What follows belongs to an exercise in optimizing a design on an open flow for small area; a production flow would make more cautious choices.
Where RTL was checked, it was by simulation tests only, not by an equivalence proof against the original.

==> inputs of trial 69 <==
==> flow/design.v (excerpt) <==
module aws_core (
    input  wire        clk,
    input  wire        rst,           
    input  wire        host_we,
    input  wire [7:0]  host_addr,
    input  wire [31:0] host_wdata,
    output reg  [31:0] host_rdata,
    input  wire [31:0] now,
    input  wire        rx_valid,
    input  wire [7:0]  rx_data,
    output reg         tx_valid,
    output wire [3:0]  tx_len,
    output wire [87:0] tx_frame
);
    localparam [4:0] S_IDLE    = 5'h00;
    localparam [4:0] S_SENT    = 5'h01;
    localparam [4:0] S_AH1     = 5'h02;
    localparam [4:0] S_AH2     = 5'h03;
    localparam [4:0] S_AH3     = 5'h04;
    localparam [4:0] S_APAY    = 5'h05;
    localparam [4:0] S_VERIFY  = 5'h06;
    localparam [4:0] S_SUCCESS = 5'h07;
    localparam [4:0] S_TIMEOUT = 5'h08;
    localparam [4:0] S_READING = 5'h09;
    localparam [4:0] S_ACK0    = 5'h10;
    localparam [4:0] S_ACK5    = 5'h15;
    localparam [4:0] S_PWRCYC  = 5'h18;
    localparam [3:0] OP_CRC  = 4'h1;
    localparam [3:0] OP_CRCA = 4'h2;
    localparam [3:0] OP_CRCV = 4'h3;
    localparam [3:0] OP_FRQ  = 4'h4;
    localparam [3:0] OP_FRA  = 4'h5;
    localparam [3:0] OP_RDN  = 4'h6;
    localparam [3:0] OP_QRYS = 4'h8;
    localparam [3:0] OP_QRYD = 4'h9;
    localparam [3:0] OP_SETA = 4'hA;
    function [15:0] crc_byte;
        input [15:0] c;
        input [7:0]  d;
        reg   [7:0]  x;
        reg          q, q7;
        begin
            x  = c[7:0] ^ d;
            q  = (x[1] ^ x[2]) ^ (x[3] ^ x[4]) ^ (x[5] ^ x[6]);
            q7 = q ^ x[7];
            crc_byte[0]    = ((q7 ^ c[8])) ^ x[0];
            crc_byte[5:1]  = c[13:9];
            crc_byte[6]    = c[14] ^ x[0];
            crc_byte[7]    = (x[1] ^ c[15]) ^ x[0];
            crc_byte[13:8] = x[6:1] ^ x[7:2];
            crc_byte[14]   = q ^ x[0];
            crc_byte[15]   = q7 ^ x[0];
        end
    endfunction
    function [31:0] sub32;           
        input [31:0] a;
        input [31:0] b;
        integer j;
        reg bw;
        begin
            bw = 1'b0;
            for (j = 0; j < 32; j = j + 1) begin
                sub32[j] = a[j] ^ b[j] ^ bw;
                bw = (~a[j] & b[j]) | (~(a[j] ^ b[j]) & bw);
            end
        end
    endfunction
    function gt16;                   
        input [15:0] a;
        input [15:0] b;
        integer j;
  ...
export LEC_CHECK = 0
export CAP_MARGIN = 20
export CORE_MARGIN = 2
export CORE_UTILIZATION = 40
export SLEW_MARGIN = 20
create_clock -name core_clock -period 25.0 [get_ports {clk}]
standard.sh (not shown) runs the stock make flow with config.mk's settings and CLKGATE_MAP_FILE= SYNTH_SCRIPT=/design/flow/synth_recipe.tcl, a recipe that flattens the netlist after the stock synthesis.
==> flow/flow/run.sh <==
#!/bin/bash
# Layout flow: the standard ORFS flow, except that synthesis maps the
# combinational logic with an area-oriented ABC script (flow/abc.script).
# Everything else in synthesis (synth_recipe.tcl: -nofsm -noshare, flatten,
# register naming) is unchanged, so the registers match the standard
# synthesis by name and cell type.
set -euo pipefail
W=$(pwd)
rm -rf "$W/scripts_abc"
cp -r "$FLOW_HOME/scripts" "$W/scripts_abc"
cp "$W/flow/abc.script" "$W/scripts_abc/abc_speed.script"
bash "$W/standard.sh" "SCRIPTS_DIR=$W/scripts_abc" synth > "$W/make_synth.log" 2>&1
bash "$W/standard.sh" finish > "$W/make_finish.log" 2>&1
==> flow/flow/abc.script <==
&get -n
&st
&dc2
&syn2
&dch -f
&nf -R 1000 -p -F 8
&st
&dc2
&dch -f
&nf -R 1000 -p -F 8
&st
&dch -f
&nf -R 1000 -p -F 8
&put
==> inputs of trial 52, as changes to trial 69 <==
--- a/flow/design.v
+++ b/flow/design.v
@@ -330,12 +330,27 @@
     end
     integer fw;
     always @(posedge clk)
         for (fw = 0; fw < 64; fw = fw + 1)
             if (!rst && push && fifo_wr == fw)
                 fifo_q[8*fw +: 8] <= rx_data;
+    wire       crca_acc = accept && (w_op == OP_CRCA);
+    wire       rdn_take = take && (state == S_READING);
+    wire [7:0] bw_data  = busy ? fifo_head : host_wdata[7:0];
+    wire [7:0] crc_even = w_a[0] ? e_crc[15:8] : e_crc[7:0];
+    wire [7:0] crc_odd  = w_a[0] ? e_crc[7:0] : e_crc[15:8];
+    integer bk;
+    always @(posedge clk)
+        for (bk = 0; bk < 16; bk = bk + 1)
+            if (rst)
+                buf_q[bk] <= 8'h0;
+            else if (crca_acc && ((w_a[3:0] == bk) || (w_a[3:0] == bk - 1)))
+                buf_q[bk] <= bk[0] ? crc_odd : crc_even;
+            else if ((buf_wr && !busy && host_addr[3:0] == bk) ||
+                     (rdn_take && rd_count[3:0] == bk))
+                buf_q[bk] <= bw_data;
     integer i;
     always @(posedge clk) begin
         if (rst) begin
             c_v         <= 1'b0;
             state       <= S_IDLE;
             done_f      <= 1'b0;
@@ -365,25 +380,23 @@
             rxf2_02     <= 1'b0;
             rxf2_10     <= 1'b0;
             rxf3        <= 8'h0;
             rxf4        <= 8'h0;
             rxf5        <= 8'h0;
             rxf6        <= 8'h0;
-            for (i = 0; i < 16; i = i + 1) buf_q[i] <= 8'h0;
             fifo_rd     <= 6'h0;
             fifo_wr     <= 6'h0;
             fifo_level  <= 7'h0;
         end else begin
             tx_valid <= 1'b0;
             if ((cmd_wr || buf_wr) && busy) err_busy <= 1'b1;
             if (cmd_wr && !busy) begin
                 if (w_illegal) err_illegal <= 1'b1;
                 else if (w_operand) err_operand <= 1'b1;
             end
             if (buf_wr) begin
-                if (!busy) buf_q[host_addr[3:0]] <= host_wdata[7:0];
             end
             if (accept) begin
                 c_v     <= 1'b1;
                 c_op    <= w_op;
                 c_a     <= w_a;
                 c_imm   <= w_imm;
@@ -404,16 +417,12 @@
                 end
                 case (w_op)
                     OP_CRC, OP_FRQ, OP_FRA: begin
                         ok_f <= 1'b1; done_f <= 1'b1; state <= S_IDLE;
                     end
                     OP_CRCA: begin
-                        for (i = 0; i < 16; i = i + 1) begin
-                            if (w_a[3:0] == i)     buf_q[i] <= e_crc[7:0];
-                            if (w_a[3:0] == i - 1) buf_q[i] <= e_crc[15:8];
-                        end
                         ok_f <= 1'b1; done_f <= 1'b1; state <= S_IDLE;
                     end
                     OP_CRCV: begin
                         ok_f <= crcv_ok;
                         done_f <= 1'b1; state <= S_IDLE;
                     end
@@ -487,13 +496,13 @@
                     rd_dl     <= 16'd100;
                 end
             end
             if (do_poll) begin
                 if (take) begin
                     if (state == S_READING)
-                        buf_q[rd_count[3:0]] <= fifo_head;
+                        ;
                     else if (state == S_APAY) begin
                         case (rd_count[1:0])
                             2'd0: rxf3 <= fifo_head;
                             2'd1: rxf4 <= fifo_head;
                             2'd2: rxf5 <= fifo_head;
                             default: rxf6 <= fifo_head;
==> flow/flow/run.sh (replaced) <==
#!/bin/bash
# Layout flow: the standard ORFS flow, except that
# - synthesis maps the combinational logic with an area-oriented ABC script
#   (flow/abc.script); everything else in synthesis (synth_recipe.tcl:
#   -nofsm -noshare, flatten, register naming) is unchanged, so the
#   registers match the standard synthesis by name and cell type;
# - clock tree synthesis uses small clock buffers and no dummy loads.
set -euo pipefail
W=$(pwd)
rm -rf "$W/scripts_abc"
cp -r "$FLOW_HOME/scripts" "$W/scripts_abc"
cp "$W/flow/abc.script" "$W/scripts_abc/abc_speed.script"
bash "$W/standard.sh" "SCRIPTS_DIR=$W/scripts_abc" synth > "$W/make_synth.log" 2>&1
export BUFFER_PORTS_ARGS="-buffer_cell sky130_fd_sc_hd__buf_1"
export CTS_ARGS="-sink_clustering_enable -repair_clock_nets -dont_use_dummy_load -buf_list {sky130_fd_sc_hd__clkbuf_4 sky130_fd_sc_hd__clkbuf_8}"
bash "$W/standard.sh" finish > "$W/make_finish.log" 2>&1
==> flow/config.mk (replaced) <==
export PLATFORM = sky130hd
export DESIGN_NAME = aws_core
export DESIGN_NICKNAME = aws_core
export VERILOG_FILES = /design/flow/design.v
export SDC_FILE = /design/flow/constraint.sdc
export NUM_CORES = 4
export LEC_CHECK = 0
export CAP_MARGIN = 20
export CORE_MARGIN = 2
export CORE_UTILIZATION = 70
export PLACE_DENSITY = 0.8
export SLEW_MARGIN = 20
==> inputs of build 66, as changes to trial 69 <==
--- a/flow/design.v
+++ b/flow/design.v
@@ -129,13 +129,13 @@
     reg [15:0] f_imm;
     reg [15:0] f_crc;
     reg [7:0]  rxf0;
     reg        rxf1_03, rxf1_10, rxf2_02, rxf2_10;
     reg [7:0]  rxf3, rxf4, rxf5, rxf6;
     reg [7:0]  buf_q [0:15];
-    reg [511:0] fifo_q;          
+    reg [7:0]  fifo [0:63];
     reg [5:0]  fifo_rd, fifo_wr;
     reg [6:0]  fifo_level;
     wire busy = !((state == S_IDLE) || (state == S_SUCCESS) || (state == S_TIMEOUT));
     wire st_ack = state[4] && !state[3];
     wire st_await = st_ack || (state == S_AH1) || (state == S_AH2) ||
                     (state == S_AH3) || (state == S_APAY);
@@ -266,32 +266,13 @@
                              (el_a[9:4] == 6'h3F) ||
                              (el_a[9:3] == 7'h7D && el_a[2:0] != 3'h0);    
     wire        resend_due = (el_last[31:7] != 25'h0) ||
                              (el_last[6:5] == 2'b11 && (el_last[4] || el_last[3] ||
                               (el_last[2] && (el_last[1] || el_last[0]))));    
     wire fifo_empty = (fifo_level == 7'd0);
-    reg  [7:0] fifo_head;
-    reg  [7:0] fm32 [0:31];
-    reg  [7:0] fm16 [0:15];
-    reg  [7:0] fm8  [0:7];
-    reg  [7:0] fm4  [0:3];
-    reg  [7:0] fm2  [0:1];
-    integer fi;
-    always @(*) begin
-        for (fi = 0; fi < 32; fi = fi + 1)
-            fm32[fi] = fifo_rd[0] ? fifo_q[16*fi+8 +: 8] : fifo_q[16*fi +: 8];
-        for (fi = 0; fi < 16; fi = fi + 1)
-            fm16[fi] = fifo_rd[1] ? fm32[2*fi+1] : fm32[2*fi];
-        for (fi = 0; fi < 8; fi = fi + 1)
-            fm8[fi] = fifo_rd[2] ? fm16[2*fi+1] : fm16[2*fi];
-        for (fi = 0; fi < 4; fi = fi + 1)
-            fm4[fi] = fifo_rd[3] ? fm8[2*fi+1] : fm8[2*fi];
-        for (fi = 0; fi < 2; fi = fi + 1)
-            fm2[fi] = fifo_rd[4] ? fm4[2*fi+1] : fm4[2*fi];
-        fifo_head = fifo_rd[5] ? fm2[1] : fm2[0];
-    end
+    wire [7:0] fifo_head = fifo[fifo_rd];
     wire do_sent = (state == S_SENT);
     wire do_top  = st_await && !rd_active;
     wire do_poll = rd_active && (!fifo_empty || rd_expired);
     wire       take      = do_poll && (rd_count != rd_n) && !fifo_empty;
     wire [5:0] cnt_inc   = inc6({1'b0, rd_count});
     wire [4:0] cnt_new   = take ? cnt_inc[4:0] : rd_count;
@@ -325,17 +306,12 @@
         lc = 1'b1;
         for (m = 0; m < 7; m = m + 1) begin
             level_next[m] = fifo_level[m] ^ ((push ^ pop) & lc);
             lc = lc & (push ? fifo_level[m] : ~fifo_level[m]);
         end
     end
-    integer fw;
-    always @(posedge clk)
-        for (fw = 0; fw < 64; fw = fw + 1)
-            if (!rst && push && fifo_wr == fw)
-                fifo_q[8*fw +: 8] <= rx_data;
     integer i;
     always @(posedge clk) begin
         if (rst) begin
             c_v         <= 1'b0;
             state       <= S_IDLE;
             done_f      <= 1'b0;
@@ -371,19 +347,20 @@
             for (i = 0; i < 16; i = i + 1) buf_q[i] <= 8'h0;
             fifo_rd     <= 6'h0;
             fifo_wr     <= 6'h0;
             fifo_level  <= 7'h0;
         end else begin
             tx_valid <= 1'b0;
-            if ((cmd_wr || buf_wr) && busy) err_busy <= 1'b1;
-            if (cmd_wr && !busy) begin
-                if (w_illegal) err_illegal <= 1'b1;
+            if (cmd_wr) begin
+                if (busy)           err_busy    <= 1'b1;
+                else if (w_illegal) err_illegal <= 1'b1;
                 else if (w_operand) err_operand <= 1'b1;
             end
             if (buf_wr) begin
-                if (!busy) buf_q[host_addr[3:0]] <= host_wdata[7:0];
+                if (busy) err_busy <= 1'b1;
+                else      buf_q[host_addr[3:0]] <= host_wdata[7:0];
             end
             if (accept) begin
                 c_v     <= 1'b1;
                 c_op    <= w_op;
                 c_a     <= w_a;
                 c_imm   <= w_imm;
@@ -548,12 +525,13 @@
                     end
                 end
             end
             if (pop) fifo_rd <= inc6(fifo_rd);
             if (rx_valid) begin
                 if (push) begin
+                    fifo[fifo_wr] <= rx_data;
                     fifo_wr <= inc6(fifo_wr);
                 end else
                     rxovf <= 1'b1;
             end
             fifo_level <= level_next;
         end
==> flow/run.sh (new file) <==
#!/bin/bash
# synth_recipe.tcl (not shown) runs the flow's synth.tcl, then flattens the netlist and writes it again
# the make line also repeats each setting of config.mk as NAME=value (left out here)
make -C /OpenROAD-flow-scripts/flow DESIGN_CONFIG=/design/flow/config.mk WORK_HOME=/design/flow/orfs CLKGATE_MAP_FILE= SYNTH_SCRIPT=/design/flow/synth_recipe.tcl finish
removed: flow/flow/run.sh
removed: flow/flow/abc.script
removed: flow/standard.sh
==> comparison table <==
	trial 69	build 66	trial 52
Number of ordinary inverters in the final layout	115	96	-
Antenna-violating nets left	0	0	-
Critical Path Max Stage Delay	0.60 ns	0.73 ns	-
Adder-cell area share of the yosys netlist	3.623%	3.168%	3.668%
Crit path setup slack, layout	5.110 ns	5.392 ns	-
Synth Cell Area	0.05111 mm²	0.05726 mm²	0.05049 mm²
Reg2Reg Depth	41	42	-
Initial cell density of the core	40.19%	40.39%	70.63%
Total CTS buffers	104	104	151
RR Endpoint	t_last[31]	t_last[8]	-
Number of inserted filler cells in the final layout	11460	12750	-
Most common library cell in the layout ignoring fill and taps	sky130_fd_sc_hd__edfxtp_1	sky130_fd_sc_hd__edfxtp_1	-
Outcome	finished clean	finished clean	stopped before the end
Stage where the flow stopped	-	-	global routing (5_1_grt)
Number of register bits inferred by synthesis	979	985	979
Met2 WL post-DR	93.50 mm	96.14 mm	-
Area occupied by multi-input gates	0.02256 mm²	0.02741 mm²	-
Multi-input gates	3133	3262	-
Mean post-synth cell area	12.07 µm²	12.27 µm²	11.50 µm²
Count of antenna diodes in the layout	3	14	-
Post-synthesis instance total	4235	4668	4391
For trial 52, only the layout was checked, not whether the RTL still works.

-- port drivers added, routing unchanged --
How much do the figures lean on ideal ports? The routed layouts below were timed once more, with nothing changed but the port constraints.
Step 1 (the two cells are an assumption about what drives the block):
set clk [get_ports {clk}]
set_driving_cell -lib_cell sky130_fd_sc_hd__clkbuf_16 $clk
set_driving_cell -lib_cell sky130_fd_sc_hd__buf_2 [delete_from_list [all_inputs] $clk]
Step 2 times the ports against the registers' clock, not the clock port: input delays grow and output delays shrink by t, the midpoint of the rising clock arrivals with the driver on.
Slacks: ideal ports / drivers / drivers and shift; pairs: ideal ports / drivers.
run | t, ns | setup slack, ns | cell pins on the clock port's net
trial 69 | 0.803 | 5.110 / 5.133 / 4.329 | 1
build 66 | 0.791 | 5.392 / 5.425 / 4.633 | 1
After both steps every run listed still meets setup and hold. For trial 69, which loses most, drivers alone change the setup slack by +0.023 ns; drivers and shift together by -0.781 ns.
